From an optimization exercise on the open Yosys and OpenROAD flow, aimed at a short achievable clock period and few clock cycles per item; shortcuts taken in it are not production practice.
The RTL was checked by simulation tests, not by an equivalence proof against the original design.
Power figures rest on the tool's default switching activity, not on a simulated workload.

==> v8: inputs <==
==> flow/design.v (excerpt) <==
module py_rast (
    input  wire        clk,
    input  wire        rst,           
    input  wire        start,         
    input  wire        flip_screen,
    input  wire [15:0] clear_index,   
    input  wire [9:0]  fb_w,          
    input  wire [8:0]  fb_h,          
    input  wire [9:0]  clip_min_x,
    input  wire [9:0]  clip_max_x,
    input  wire [8:0]  clip_min_y,
    input  wire [8:0]  clip_max_y,
    output reg         busy,
    output reg         done,          
    output reg  [7:0]  result,        
    output reg  [11:0] ram_addr,
    input  wire [7:0]  ram_rdata,
    output reg  [13:0] rom_addr,
    input  wire [7:0]  rom_rdata,
    output reg         fb_we,
    output reg  [8:0]  fb_x,
    output reg  [7:0]  fb_y,
    output reg  [15:0] fb_data
);
==> flow/config.mk <==
export PLATFORM = sky130hd
export DESIGN_NAME = py_rast
export DESIGN_NICKNAME = py_rast
export VERILOG_FILES = /design/flow/design.v
export SDC_FILE = /design/flow/constraint.sdc
export NUM_CORES = 4
export LEC_CHECK = 0
export ABC_CLOCK_PERIOD_IN_PS = 2600
export CAP_MARGIN = 20
export CORE_MARGIN = 2
export CORE_UTILIZATION = 70
export SETUP_SLACK_MARGIN = 4.6
export SLEW_MARGIN = 20
export TNS_END_PERCENT = 20
==> flow/constraint.sdc <==
create_clock -name core_clock -period 7.0 [get_ports {clk}]
set_input_delay 1.4000 -clock core_clock [delete_from_list [all_inputs] [get_ports {clk}]]
set_output_delay 1.4000 -clock core_clock [all_outputs]
set_load 0.01 [all_outputs]
run.sh (not shown) runs the stock make flow with config.mk's settings and CLKGATE_MAP_FILE= SYNTH_SCRIPT=/design/flow/synth_recipe.tcl, a recipe that flattens the netlist after the stock synthesis.
==> inputs of v28, as changes to v8 <==
--- a/flow/design.v
+++ b/flow/design.v
@@ -66,17 +66,18 @@
     reg [3:0]  tf_v;
     reg [8*4-1:0]  tf_attr;
     reg [32*4-1:0] tf_b;             
     reg [1:0]  lst;
     reg [7:0]  l_line;
     reg [9:0]  lbp;                  
     reg [4:0]  h_hi, h_lo;           
     reg [3:0]  h_l;
-    reg        h_pend;               
+    reg [1:0]  h_pend;               
+    reg [127:0] hit_pre;
     reg        l_first;
     reg        l_more;
     reg [4:0]  p_cnt;                
     reg [127:0] hitv;
     reg [15:0] gany;
     reg [47:0] glo;
     reg [6:0]  k_reg;
     reg        k_any;
@@ -98,16 +99,17 @@
     reg [7:0]  cp_pb;
     reg [10:0] cp_rel;
     reg        cm_pend;
     reg signed [10:0] sp_min, sp_max;    
     reg signed [10:0] cp_ns, cp_ne;      
     reg [1:0]  rdy_cnt;
     reg [9:0]  ps_ms, ps_me, ps_me0;
     reg [9:0]  cminx_m1;
+    reg [NS-1:0] rc6;                
     reg [9:0]  ps_ox0, ps_pm1;
     reg        ps_one;
     reg [NS-1:0]    sh_v;
     reg [NS*64-1:0] sh_pat;
     reg [NS*8-1:0]  sh_pb;
     reg [NS*11-1:0] sh_rel;
     reg [NS-1:0]    ac_v;
     reg [NS*64-1:0] ac_pat;
@@ -127,21 +129,27 @@
     reg        q_v, q_first, q_flast;
     reg [8:0]  q_x;
     reg [7:0]  q_y;
     reg [3:0]  q_td;
     reg [7:0]  q_ta;
     reg        q_top;
     reg [NS*4-1:0] q_sd;
     reg [NS-1:0]   q_sop;
-    reg        r_v, r_first, r_flast, r_any, r_top;
+    reg        r_v, r_first, r_flast, r_top;
     reg [8:0]  r_x;
     reg [7:0]  r_y;
-    reg [11:0] r_val;
+    reg [3:0]  r_gany;
+    reg [47:0] r_gval;
     reg [11:0] r_tv;
+    reg        u_v, u_first, u_flast, u_any, u_top;
+    reg [8:0]  u_x;
+    reg [7:0]  u_y;
+    reg [11:0] u_val;
+    reg [11:0] u_tv;
     wire fb_bad   = (fbw == 10'd0) || (fbw > 10'd512) ||
                     (fbh == 9'd0)  || (fbh > 9'd256);
     wire clip_bad = !(cminx < cmaxx && cmaxx <= fbw &&
                       cminy < cmaxy && cmaxy <= fbh);
     wire t_start   = (mode == M_RUN) && te_run && (te_occ != 3'd4) &&
                      !(te_sh[0] || te_sh[1] || te_sh[2]);
     wire t_ram     = t_start || te_sh[0];
     wire t_rom     = te_sh[3] || te_sh[4] || te_sh[5] || te_sh[6];
@@ -242,26 +250,39 @@
                 2'd0: s_d[si*4 +: 4] = pix4(pat_i[15:0],  sx_i[1:0]);
                 2'd1: s_d[si*4 +: 4] = pix4(pat_i[31:16], sx_i[1:0]);
                 2'd2: s_d[si*4 +: 4] = pix4(pat_i[47:32], sx_i[1:0]);
                 default: s_d[si*4 +: 4] = pix4(pat_i[63:48], sx_i[1:0]);
             endcase
             s_op[si] = ac_v[si] && ac_cov[si] && (s_d[si*4 +: 4] != 4'd0);
         end
     end
+    reg [3:0]  g_any;
+    reg [47:0] g_val;
+    integer wi, wg;
+    always @(*) begin
+        for (wg = 0; wg < 4; wg = wg + 1) begin
+            g_any[wg] = 1'b0;
+            g_val[wg*12 +: 12] = 12'd0;
+            for (wi = 0; wi < 4; wi = wi + 1)
+                if (q_sop[wg*4 + wi]) begin
+                    g_any[wg] = 1'b1;
+                    g_val[wg*12 +: 12] = {ac_pb[(wg*4 + wi)*8 +: 8], q_sd[(wg*4 + wi)*4 +: 4]};
+                end
+        end
+    end
     reg        w_any;
     reg [11:0] w_val;
-    integer wi;
     always @(*) begin
         w_any = 1'b0;
         w_val = 12'd0;
-        for (wi = 0; wi < NS; wi = wi + 1)
-            if (q_sop[wi]) begin
+        for (wg = 0; wg < 4; wg = wg + 1)
+            if (r_gany[wg]) begin
                 w_any = 1'b1;
-                w_val = {ac_pb[wi*8 +: 8], q_sd[wi*4 +: 4]};
+                w_val = r_gval[wg*12 +: 12];
             end
     end
     integer ai;
     always @(posedge clk) begin
         if (mode == M_IDLE && start) begin
             flip  <= flip_screen;
             clr   <= clear_index;
             fbw   <= fb_w;
@@ -282,16 +303,17 @@
         end
         ram_q <= ram_rdata;
         rom_q <= rom_rdata;
         if (rt2_v && rt2_o == O_LY)
             ysr <= {ram_q ^ {8{flip}}, ysr[8*128-1:8]};
         h_hi <= lbp[8:4];
         h_lo <= lbp[8:4] - 5'd1;
         h_l  <= lbp[3:0];
+        hit_pre <= hit_now;
         gany  <= ga_n;
         glo   <= gl_n;
         k_reg <= {gsel, glo[gsel*3 +: 3]};
         k_any <= |gany;
         if (t_start) begin
             te_ac  <= te_c;
             te_ar  <= te_r;
             te_as  <= te_wp;
@@ -358,19 +380,22 @@
         if (rdy_cnt == 2'd1) begin
             ps_pm1 <= cminx_m1 + ps_me;
             ps_one <= (ps_me == ps_ms);
         end
         if (cm_pend) begin
             sh_pat <= {stg_s, sh_pat[NS*64-1:64]};
             sh_pb  <= {cp_pb, sh_pb[NS*8-1:8]};
             sh_rel <= {cp_rel, sh_rel[NS*11-1:11]};
+        end else if (rdy_cnt == 2'd2) begin
+            for (ai = 0; ai < NS; ai = ai + 1)
+                {rc6[ai], sh_rel[ai*11 +: 6]} <= {1'b0, sh_rel[ai*11 +: 6]} + {1'b0, ps_ms[5:0]};
         end else if (rdy_cnt == 2'd1) begin
             for (ai = 0; ai < NS; ai = ai + 1)
-                sh_rel[ai*11 +: 11] <= sh_rel[ai*11 +: 11] + {1'b0, ps_ms};
+                sh_rel[ai*11 + 6 +: 5] <= sh_rel[ai*11 + 6 +: 5] + {1'b0, ps_ms[9:6]} + {4'd0, rc6[ai]};
         end
         if (swap) begin
             ac_pat <= sh_pat;
         end
         if (pb_ld)
             ac_pb <= sh_pb;
         if (swap) begin
             ac_rel <= sh_rel;
@@ -391,20 +416,28 @@
         q_ta    <= hd_a;
         q_top   <= o_tile && (t_d != 4'd0);
         q_sd    <= s_d;
         q_sop   <= s_op;
         r_x     <= q_x;
         r_y     <= q_y;
         r_first <= q_first;
         r_flast <= q_flast;
-        r_any   <= w_any;
-        r_val   <= w_val;
+        r_gany  <= g_any;
+        r_gval  <= g_val;
         r_top   <= q_top;
         r_tv    <= {q_ta, q_td};
+        u_x     <= r_x;
+        u_y     <= r_y;
+        u_first <= r_first;
+        u_flast <= r_flast;
+        u_any   <= w_any;
+        u_val   <= w_val;
+        u_top   <= r_top;
+        u_tv    <= r_tv;
     end
     always @(posedge clk) begin
         if (rst) begin
             mode     <= M_IDLE;
             busy     <= 1'b0;
             done     <= 1'b0;
             result   <= 8'd0;
             fb_we    <= 1'b0;
@@ -450,17 +483,17 @@
             te_rp    <= 2'd0;
             te_sh    <= 7'd0;
             tf_v     <= 4'd0;
             lst      <= L_IDLE;
             l_line   <= 8'd0;
             lbp      <= 10'd0;
             l_first  <= 1'b0;
             l_more   <= 1'b0;
-            h_pend   <= 1'b0;
+            h_pend   <= 2'd0;
             p_cnt    <= 5'd0;
             rdy_cnt  <= 2'd0;
             hitv     <= 128'd0;
             k_wait   <= 2'd0;
             hc_v     <= 1'b0;
             hc_k     <= 7'd0;
             f_busy   <= 1'b0;
             f_i      <= 2'd0;
@@ -470,16 +503,17 @@
             cur_n    <= 3'd0;
             cm_pend  <= 1'b0;
             sh_v     <= {NS{1'b0}};
             ac_v     <= {NS{1'b0}};
             pb_ld    <= 1'b0;
             l_go     <= 1'b0;
             hv_r     <= 1'b0;
             r_v      <= 1'b0;
+            u_v      <= 1'b0;
             o_act    <= 1'b0;
             ox       <= 10'd0;
             o_last_r <= 1'b0;
             o_line   <= 8'd0;
             o_first  <= 1'b0;
             o_final  <= 1'b0;
             o_tile_r <= 1'b0;
             q_v      <= 1'b0;
@@ -540,17 +574,17 @@
                         ly_cnt   <= ly_cnt + 7'd1;
                         if (ly_cnt == 7'd127) ly_issue <= 1'b0;
                     end
                     if (rt2_v && rt2_last) begin
                         mode    <= M_RUN;
                         l_line  <= cminy[7:0];
                         lbp     <= {2'b00, cminy[7:0]} + (flip ? 10'd15 : 10'd0);
                         lst     <= L_HIT;
-                        h_pend  <= 1'b1;
+                        h_pend  <= 2'd2;
                         te_run  <= has_tiles;
                         te_line <= cminy[7:0];
                         te_x    <= tx0;
                         te_occ  <= 3'd0;
                         te_wp   <= 2'd0;
                         sh_v    <= {NS{1'b0}};
                     end
                 end
@@ -592,20 +626,20 @@
             hv_r  <= tf_v_n[rp_n];
             te_occ <= te_occ + (t_start ? 3'd1 : 3'd0) - (pop ? 3'd1 : 3'd0);
             if (mode == M_LOADY) begin
                 te_rp <= 2'd0;
                 tf_v  <= 4'd0;
                 hv_r  <= 1'b0;
             end
             if (k_wait != 2'd0) k_wait <= k_wait - 2'd1;
-            if (lst == L_HIT && h_pend) begin
-                h_pend  <= 1'b0;
+            if (lst == L_HIT && h_pend != 2'd0) begin
+                h_pend  <= h_pend - 2'd1;
             end else if (lst == L_HIT) begin
-                hitv    <= hit_now;
+                hitv    <= hit_pre;
                 k_wait  <= 2'd3;
                 p_cnt   <= 5'd0;
                 l_first <= 1'b1;
                 lst     <= L_RUN;
             end
             hc_v <= f_start;
             hc_k <= k_reg;
             if (hc_v) hitv[hc_k] <= 1'b0;
@@ -699,26 +733,27 @@
                     l_first <= 1'b0;
                     lst     <= L_RUN;
                 end else if (l_line == lb_last) begin
                     lst     <= L_IDLE;
                 end else begin
                     l_line  <= l_line + 8'd1;
                     lbp     <= lbp + 10'd1;
                     lst     <= L_HIT;
-                    h_pend  <= 1'b1;
+                    h_pend  <= 2'd2;
                 end
             end
             r_v <= q_v;
-            if (r_v) begin
-                fb_we   <= r_first || r_any;
-                fb_x    <= r_x;
-                fb_y    <= r_y;
-                fb_data <= r_any ? {4'd0, r_val} : (r_top ? {4'd0, r_tv} : clr);
-                if (r_flast) begin
+            u_v <= r_v;
+            if (u_v) begin
+                fb_we   <= u_first || u_any;
+                fb_x    <= u_x;
+                fb_y    <= u_y;
+                fb_data <= u_any ? {4'd0, u_val} : (u_top ? {4'd0, u_tv} : clr);
+                if (u_flast) begin
                     done <= 1'b1;
                     busy <= 1'b0;
                     mode <= M_IDLE;
                 end
             end
         end
     end
 endmodule
==> inputs of v27, as changes to v8 <==
--- a/flow/design.v
+++ b/flow/design.v
@@ -66,17 +66,18 @@
     reg [3:0]  tf_v;
     reg [8*4-1:0]  tf_attr;
     reg [32*4-1:0] tf_b;             
     reg [1:0]  lst;
     reg [7:0]  l_line;
     reg [9:0]  lbp;                  
     reg [4:0]  h_hi, h_lo;           
     reg [3:0]  h_l;
-    reg        h_pend;               
+    reg [1:0]  h_pend;               
+    reg [127:0] hit_pre;
     reg        l_first;
     reg        l_more;
     reg [4:0]  p_cnt;                
     reg [127:0] hitv;
     reg [15:0] gany;
     reg [47:0] glo;
     reg [6:0]  k_reg;
     reg        k_any;
@@ -98,16 +99,17 @@
     reg [7:0]  cp_pb;
     reg [10:0] cp_rel;
     reg        cm_pend;
     reg signed [10:0] sp_min, sp_max;    
     reg signed [10:0] cp_ns, cp_ne;      
     reg [1:0]  rdy_cnt;
     reg [9:0]  ps_ms, ps_me, ps_me0;
     reg [9:0]  cminx_m1;
+    reg [NS-1:0] rc6;                
     reg [9:0]  ps_ox0, ps_pm1;
     reg        ps_one;
     reg [NS-1:0]    sh_v;
     reg [NS*64-1:0] sh_pat;
     reg [NS*8-1:0]  sh_pb;
     reg [NS*11-1:0] sh_rel;
     reg [NS-1:0]    ac_v;
     reg [NS*64-1:0] ac_pat;
@@ -127,21 +129,27 @@
     reg        q_v, q_first, q_flast;
     reg [8:0]  q_x;
     reg [7:0]  q_y;
     reg [3:0]  q_td;
     reg [7:0]  q_ta;
     reg        q_top;
     reg [NS*4-1:0] q_sd;
     reg [NS-1:0]   q_sop;
-    reg        r_v, r_first, r_flast, r_any, r_top;
+    reg        r_v, r_first, r_flast, r_top;
     reg [8:0]  r_x;
     reg [7:0]  r_y;
-    reg [11:0] r_val;
+    reg [3:0]  r_gany;
+    reg [47:0] r_gval;
     reg [11:0] r_tv;
+    reg        u_v, u_first, u_flast, u_any, u_top;
+    reg [8:0]  u_x;
+    reg [7:0]  u_y;
+    reg [11:0] u_val;
+    reg [11:0] u_tv;
     wire fb_bad   = (fbw == 10'd0) || (fbw > 10'd512) ||
                     (fbh == 9'd0)  || (fbh > 9'd256);
     wire clip_bad = !(cminx < cmaxx && cmaxx <= fbw &&
                       cminy < cmaxy && cmaxy <= fbh);
     wire t_start   = (mode == M_RUN) && te_run && (te_occ != 3'd4) &&
                      !(te_sh[0] || te_sh[1] || te_sh[2]);
     wire t_ram     = t_start || te_sh[0];
     wire t_rom     = te_sh[3] || te_sh[4] || te_sh[5] || te_sh[6];
@@ -242,26 +250,39 @@
                 2'd0: s_d[si*4 +: 4] = pix4(pat_i[15:0],  sx_i[1:0]);
                 2'd1: s_d[si*4 +: 4] = pix4(pat_i[31:16], sx_i[1:0]);
                 2'd2: s_d[si*4 +: 4] = pix4(pat_i[47:32], sx_i[1:0]);
                 default: s_d[si*4 +: 4] = pix4(pat_i[63:48], sx_i[1:0]);
             endcase
             s_op[si] = ac_v[si] && ac_cov[si] && (s_d[si*4 +: 4] != 4'd0);
         end
     end
+    reg [3:0]  g_any;
+    reg [47:0] g_val;
+    integer wi, wg;
+    always @(*) begin
+        for (wg = 0; wg < 4; wg = wg + 1) begin
+            g_any[wg] = 1'b0;
+            g_val[wg*12 +: 12] = 12'd0;
+            for (wi = 0; wi < 4; wi = wi + 1)
+                if (q_sop[wg*4 + wi]) begin
+                    g_any[wg] = 1'b1;
+                    g_val[wg*12 +: 12] = {ac_pb[(wg*4 + wi)*8 +: 8], q_sd[(wg*4 + wi)*4 +: 4]};
+                end
+        end
+    end
     reg        w_any;
     reg [11:0] w_val;
-    integer wi;
     always @(*) begin
         w_any = 1'b0;
         w_val = 12'd0;
-        for (wi = 0; wi < NS; wi = wi + 1)
-            if (q_sop[wi]) begin
+        for (wg = 0; wg < 4; wg = wg + 1)
+            if (r_gany[wg]) begin
                 w_any = 1'b1;
-                w_val = {ac_pb[wi*8 +: 8], q_sd[wi*4 +: 4]};
+                w_val = r_gval[wg*12 +: 12];
             end
     end
     integer ai;
     always @(posedge clk) begin
         if (mode == M_IDLE && start) begin
             flip  <= flip_screen;
             clr   <= clear_index;
             fbw   <= fb_w;
@@ -282,16 +303,17 @@
         end
         ram_q <= ram_rdata;
         rom_q <= rom_rdata;
         if (rt2_v && rt2_o == O_LY)
             ysr <= {ram_q ^ {8{flip}}, ysr[8*128-1:8]};
         h_hi <= lbp[8:4];
         h_lo <= lbp[8:4] - 5'd1;
         h_l  <= lbp[3:0];
+        hit_pre <= hit_now;
         gany  <= ga_n;
         glo   <= gl_n;
         k_reg <= {gsel, glo[gsel*3 +: 3]};
         k_any <= |gany;
         if (t_start) begin
             te_ac  <= te_c;
             te_ar  <= te_r;
             te_as  <= te_wp;
@@ -358,19 +380,22 @@
         if (rdy_cnt == 2'd1) begin
             ps_pm1 <= cminx_m1 + ps_me;
             ps_one <= (ps_me == ps_ms);
         end
         if (cm_pend) begin
             sh_pat <= {stg_s, sh_pat[NS*64-1:64]};
             sh_pb  <= {cp_pb, sh_pb[NS*8-1:8]};
             sh_rel <= {cp_rel, sh_rel[NS*11-1:11]};
+        end else if (rdy_cnt == 2'd2) begin
+            for (ai = 0; ai < NS; ai = ai + 1)
+                {rc6[ai], sh_rel[ai*11 +: 6]} <= {1'b0, sh_rel[ai*11 +: 6]} + {1'b0, ps_ms[5:0]};
         end else if (rdy_cnt == 2'd1) begin
             for (ai = 0; ai < NS; ai = ai + 1)
-                sh_rel[ai*11 +: 11] <= sh_rel[ai*11 +: 11] + {1'b0, ps_ms};
+                sh_rel[ai*11 + 6 +: 5] <= sh_rel[ai*11 + 6 +: 5] + {1'b0, ps_ms[9:6]} + {4'd0, rc6[ai]};
         end
         if (swap) begin
             ac_pat <= sh_pat;
         end
         if (pb_ld)
             ac_pb <= sh_pb;
         if (swap) begin
             ac_rel <= sh_rel;
@@ -391,20 +416,28 @@
         q_ta    <= hd_a;
         q_top   <= o_tile && (t_d != 4'd0);
         q_sd    <= s_d;
         q_sop   <= s_op;
         r_x     <= q_x;
         r_y     <= q_y;
         r_first <= q_first;
         r_flast <= q_flast;
-        r_any   <= w_any;
-        r_val   <= w_val;
+        r_gany  <= g_any;
+        r_gval  <= g_val;
         r_top   <= q_top;
         r_tv    <= {q_ta, q_td};
+        u_x     <= r_x;
+        u_y     <= r_y;
+        u_first <= r_first;
+        u_flast <= r_flast;
+        u_any   <= w_any;
+        u_val   <= w_val;
+        u_top   <= r_top;
+        u_tv    <= r_tv;
     end
     always @(posedge clk) begin
         if (rst) begin
             mode     <= M_IDLE;
             busy     <= 1'b0;
             done     <= 1'b0;
             result   <= 8'd0;
             fb_we    <= 1'b0;
@@ -450,17 +483,17 @@
             te_rp    <= 2'd0;
             te_sh    <= 7'd0;
             tf_v     <= 4'd0;
             lst      <= L_IDLE;
             l_line   <= 8'd0;
             lbp      <= 10'd0;
             l_first  <= 1'b0;
             l_more   <= 1'b0;
-            h_pend   <= 1'b0;
+            h_pend   <= 2'd0;
             p_cnt    <= 5'd0;
             rdy_cnt  <= 2'd0;
             hitv     <= 128'd0;
             k_wait   <= 2'd0;
             hc_v     <= 1'b0;
             hc_k     <= 7'd0;
             f_busy   <= 1'b0;
             f_i      <= 2'd0;
@@ -470,16 +503,17 @@
             cur_n    <= 3'd0;
             cm_pend  <= 1'b0;
             sh_v     <= {NS{1'b0}};
             ac_v     <= {NS{1'b0}};
             pb_ld    <= 1'b0;
             l_go     <= 1'b0;
             hv_r     <= 1'b0;
             r_v      <= 1'b0;
+            u_v      <= 1'b0;
             o_act    <= 1'b0;
             ox       <= 10'd0;
             o_last_r <= 1'b0;
             o_line   <= 8'd0;
             o_first  <= 1'b0;
             o_final  <= 1'b0;
             o_tile_r <= 1'b0;
             q_v      <= 1'b0;
@@ -540,17 +574,17 @@
                         ly_cnt   <= ly_cnt + 7'd1;
                         if (ly_cnt == 7'd127) ly_issue <= 1'b0;
                     end
                     if (rt2_v && rt2_last) begin
                         mode    <= M_RUN;
                         l_line  <= cminy[7:0];
                         lbp     <= {2'b00, cminy[7:0]} + (flip ? 10'd15 : 10'd0);
                         lst     <= L_HIT;
-                        h_pend  <= 1'b1;
+                        h_pend  <= 2'd2;
                         te_run  <= has_tiles;
                         te_line <= cminy[7:0];
                         te_x    <= tx0;
                         te_occ  <= 3'd0;
                         te_wp   <= 2'd0;
                         sh_v    <= {NS{1'b0}};
                     end
                 end
@@ -592,20 +626,20 @@
             hv_r  <= tf_v_n[rp_n];
             te_occ <= te_occ + (t_start ? 3'd1 : 3'd0) - (pop ? 3'd1 : 3'd0);
             if (mode == M_LOADY) begin
                 te_rp <= 2'd0;
                 tf_v  <= 4'd0;
                 hv_r  <= 1'b0;
             end
             if (k_wait != 2'd0) k_wait <= k_wait - 2'd1;
-            if (lst == L_HIT && h_pend) begin
-                h_pend  <= 1'b0;
+            if (lst == L_HIT && h_pend != 2'd0) begin
+                h_pend  <= h_pend - 2'd1;
             end else if (lst == L_HIT) begin
-                hitv    <= hit_now;
+                hitv    <= hit_pre;
                 k_wait  <= 2'd3;
                 p_cnt   <= 5'd0;
                 l_first <= 1'b1;
                 lst     <= L_RUN;
             end
             hc_v <= f_start;
             hc_k <= k_reg;
             if (hc_v) hitv[hc_k] <= 1'b0;
@@ -699,26 +733,27 @@
                     l_first <= 1'b0;
                     lst     <= L_RUN;
                 end else if (l_line == lb_last) begin
                     lst     <= L_IDLE;
                 end else begin
                     l_line  <= l_line + 8'd1;
                     lbp     <= lbp + 10'd1;
                     lst     <= L_HIT;
-                    h_pend  <= 1'b1;
+                    h_pend  <= 2'd2;
                 end
             end
             r_v <= q_v;
-            if (r_v) begin
-                fb_we   <= r_first || r_any;
-                fb_x    <= r_x;
-                fb_y    <= r_y;
-                fb_data <= r_any ? {4'd0, r_val} : (r_top ? {4'd0, r_tv} : clr);
-                if (r_flast) begin
+            u_v <= r_v;
+            if (u_v) begin
+                fb_we   <= u_first || u_any;
+                fb_x    <= u_x;
+                fb_y    <= u_y;
+                fb_data <= u_any ? {4'd0, u_val} : (u_top ? {4'd0, u_tv} : clr);
+                if (u_flast) begin
                     done <= 1'b1;
                     busy <= 1'b0;
                     mode <= M_IDLE;
                 end
             end
         end
     end
 endmodule
CORE_UTILIZATION = 60   (was 70)
==> comparison <==
- Utilization: v8 is higher than v28 (0.81 points).
- In v28 the global-route usage is higher than in v27, by 5.1 points.
- Synthesized cell count is the same in v27 and v28.
- Fmax: v27 < v28 < v8.
- The highest clock power belongs to v27, the lowest to v8.
- Clock-buffer cell count: v27 > v28 > v8.
- Synthesized area is the same in v27 and v28.
- Routed wire length, lowest first: v27, v28, v8.
- Of v28 and v8, v28 has the higher sequential power (gap about 4%, measured against v8).
Testbench counts of v8, summed over its fixed seeds: cycles 1,484,893, frames 24.
Testbench counts of v28, summed over its fixed seeds: cycles 1,484,944, frames 24.
Testbench counts of v27, summed over its fixed seeds: cycles 1,484,944, frames 24.

## what the ideal ports hide
Ports are ideal in the flow. The routed layouts listed here were re-timed in OpenROAD.
Step 1 sets driving cells, clkbuf_16 on the clock port and buf_2 on the other inputs (assumed; they add their load-dependent delay and slew).
Step 2 times the ports against the registers' clock, not the clock port: input delays grow and output delays shrink by t, the midpoint of the rising clock arrivals with the driver on.
Slacks: ideal ports / drivers / drivers and shift; pairs: ideal ports / drivers.
run | shift t [ns] | setup WS [ns] | clock arrival spread, ns
v8 | 1.100 | 4.107 / 4.019 / 3.374 | 0.102 / 0.102
v28 | 1.145 | 4.088 / 3.970 / 3.548 | 0.076 / 0.076
v27 | 1.126 | 4.069 / 3.962 / 3.445 | 0.061 / 0.060
After both steps setup and hold are still met in every run listed. For v8, which loses most, drivers alone change the setup slack by -0.088 ns; drivers and shift together by -0.733 ns.
